This design comes from an exercise in tuning for small area and a short achievable clock period on the open sky130 flow, not from production work. In this exercise RTL edits were held to simulation tests only and were not proved equivalent to the original. Power is estimated from default activity; no workload was simulated.

Setup of try-quartz:
Design adc_scan_engine, start of the top module:
module adc_scan_engine #(
    parameter [3:0] READALL_SCAN_MODE = 4'd3
) (
    input  wire        clk,
    input  wire        rst,           
    input  wire        req_valid,
    input  wire [15:0] req_word,
    output wire        req_ready,
    output wire        bus_cfg,       
    output wire        xfer_req,
    output wire [15:0] xfer_tx,
    input  wire        xfer_ack,
    input  wire [15:0] xfer_rx,
    input  wire [4:0]  slot_addr,
    output wire [15:0] slot_data,
    output wire [15:0] status,
    output wire [15:0] lastcmd
);
==> flow/config.mk <==
export PLATFORM = sky130hd
export DESIGN_NAME = adc_scan_engine
export DESIGN_NICKNAME = adc_scan_engine
export VERILOG_FILES = /design/flow/design.v
export SDC_FILE = /design/flow/constraint.sdc
export NUM_CORES = 4
export LEC_CHECK = 0
export CAP_MARGIN = 20
export CORE_MARGIN = 2
export CORE_UTILIZATION = 45
export SETUP_SLACK_MARGIN = 3.2
export SLEW_MARGIN = 20
export SYNTH_HIERARCHICAL = 1
export SYNTH_MINIMUM_KEEP_SIZE = 0
==> flow/constraint.sdc <==
create_clock -name core_clock -period 6.0 [get_ports {clk}]
set_input_delay 1.2000 -clock core_clock [delete_from_list [all_inputs] [get_ports {clk}]]
set_output_delay 1.2000 -clock core_clock [all_outputs]
set_load 0.01 [all_outputs]
standard.sh (not shown) runs the stock make flow with config.mk's settings and CLKGATE_MAP_FILE= SYNTH_SCRIPT=/design/flow/synth_recipe.tcl, a recipe that flattens the netlist after the stock synthesis.
==> flow/flow/run.sh <==
#!/bin/bash
# Standard layout (standard.sh) with two changes:
#  - the port buffers are the smallest plain buffer; repair_design and
#    repair_timing resize them where needed;
#  - clock tree synthesis with larger sink clusters, clkbuf_8 buffers and no
#    dummy balancing loads.
set -e -o pipefail
export BUFFER_PORTS_ARGS="-buffer_cell sky130_fd_sc_hd__buf_1"
export CTS_ARGS="-sink_clustering_enable -repair_clock_nets -dont_use_dummy_load -buf_list sky130_fd_sc_hd__clkbuf_8 -sink_clustering_size 16 -sink_clustering_max_diameter 60"
bash standard.sh > standard.log 2>&1
try-quartz: done, clean on timing, DRC and antenna
The following lists how try-nickel was set up differently from try-quartz:
==> flow/flow/run.sh <==
#!/bin/bash
# Standard layout (standard.sh) with two changes:
#  - the port buffers are the smallest plain buffer; repair_design and
#    repair_timing resize them where needed;
#  - clock tree synthesis with larger sink clusters, clkbuf_4 and clkbuf_8 buffers and no
#    dummy balancing loads.
set -e -o pipefail
export BUFFER_PORTS_ARGS="-buffer_cell sky130_fd_sc_hd__buf_1"
export CTS_ARGS='-sink_clustering_enable -repair_clock_nets -dont_use_dummy_load -buf_list {sky130_fd_sc_hd__clkbuf_4 sky130_fd_sc_hd__clkbuf_8} -sink_clustering_size 12 -sink_clustering_max_diameter 50'
bash standard.sh > standard.log 2>&1
diff --git a/flow/config.mk b/flow/config.mk
--- a/flow/config.mk
+++ b/flow/config.mk
@@ -9,3 +9,3 @@
 export CORE_MARGIN = 2
-export CORE_UTILIZATION = 45
+export CORE_UTILIZATION = 55
 export SETUP_SLACK_MARGIN = 3.2
### Flow results
try-nickel: done, clean on timing, DRC and antenna. Compared with try-quartz, try-nickel shows placed wire-length estimate that has gone up slightly. Global-route usage was higher in try-nickel than in try-quartz. The higher clock buffer count in the final layout of try-nickel and try-quartz is in try-nickel. Compared with try-quartz, in try-nickel worst hold slack saw an increase, met1 usage saw an increase, relative area change from synthesis to final layout saw an increase. Changes observed in try-nickel relative to try-quartz: worst path setup slack after routing decreased 8.1 ps; number of buffers on the longest clock path essentially unchanged; post-cts hold buffer count essentially unchanged; slack of the worst reg-to-reg path decreased 20 ps; static leakage power increased 1.5%.
diff inputs: try-nickel => try-violet
==> flow/flow/run.sh <==
#!/bin/bash
# Standard layout (standard.sh) with two changes:
#  - the port buffers are the smallest plain buffer; repair_design and
#    repair_timing resize them where needed;
#  - clock tree synthesis with larger sink clusters, clkbuf_8 buffers and no
#    dummy balancing loads.
set -e -o pipefail
export BUFFER_PORTS_ARGS="-buffer_cell sky130_fd_sc_hd__buf_1"
export CTS_ARGS="-sink_clustering_enable -repair_clock_nets -dont_use_dummy_load -buf_list sky130_fd_sc_hd__clkbuf_8 -sink_clustering_size 16 -sink_clustering_max_diameter 60"
bash standard.sh > standard.log 2>&1
--- outcome ---
- Across try-nickel and try-violet, the outcome is the same: a clean finish for every run.
- NOTE: number of nets in the final layout in try-violet falls short of that of try-nickel
- Delta (try-violet minus try-nickel): wire length of the first global-routing pass now sits lower; data arrival time at the worst-slack endpoint now sits at about the same level.
- Relative to try-nickel, multi-input combinational cell count has gone up in try-violet.
- Higher setup slack goes to try-violet over try-nickel.
- There was hardly any difference in routed metal-1 wirelength between try-violet and try-nickel.
- try-violet vs. try-nickel: net switching component of the power went down by 3.5%.
- Detailed route, try-violet vs try-nickel: via total lower for try-violet
- Going from try-nickel to try-violet, the first-iteration DRC count was found to have gone up by 5.4%.
- Of try-nickel and try-violet, the run reporting the lower overall routed net length was try-nickel.

[static timing again, ports no longer ideal]
The results above use ideal ports. As a check the final layouts listed here were re-extracted and re-timed, cells and wires unchanged. Step 1 (the two cells are an assumption about what drives the block):
set clk [get_ports {clk}]
set_driving_cell -lib_cell sky130_fd_sc_hd__clkbuf_16 $clk
set_driving_cell -lib_cell sky130_fd_sc_hd__buf_2 [delete_from_list [all_inputs] $clk]
Step 2 also shifts input and output timing later by t, the mid clock arrival at the registers, as if the neighbouring blocks saw the same clock. Three values: no drivers, after step 1, after step 2; two values: the first two.
| run | t, ns | setup slack, ns | worst hold slack (ns) | worst setup path after step 2 | clock arrival spread, ns |
|---|---|---|---|---|---|
| try-quartz | 0.575 | 3.032 / 2.978 / 2.525 | 0.309 / 0.309 / 0.309 | input to register | 0.083 / 0.083 |
| try-nickel | 0.582 | 3.024 / 2.985 / 2.518 | 0.315 / 0.315 / 0.315 | input to register | 0.035 / 0.036 |
| try-violet | 0.569 | 3.031 / 2.992 / 2.522 | 0.318 / 0.318 / 0.318 | input to register | 0.045 / 0.044 |
After both steps setup and hold are still met in every run listed. The setup slack of try-violet, which loses most, moves by -0.039 ns with the drivers and by -0.509 ns with both steps.
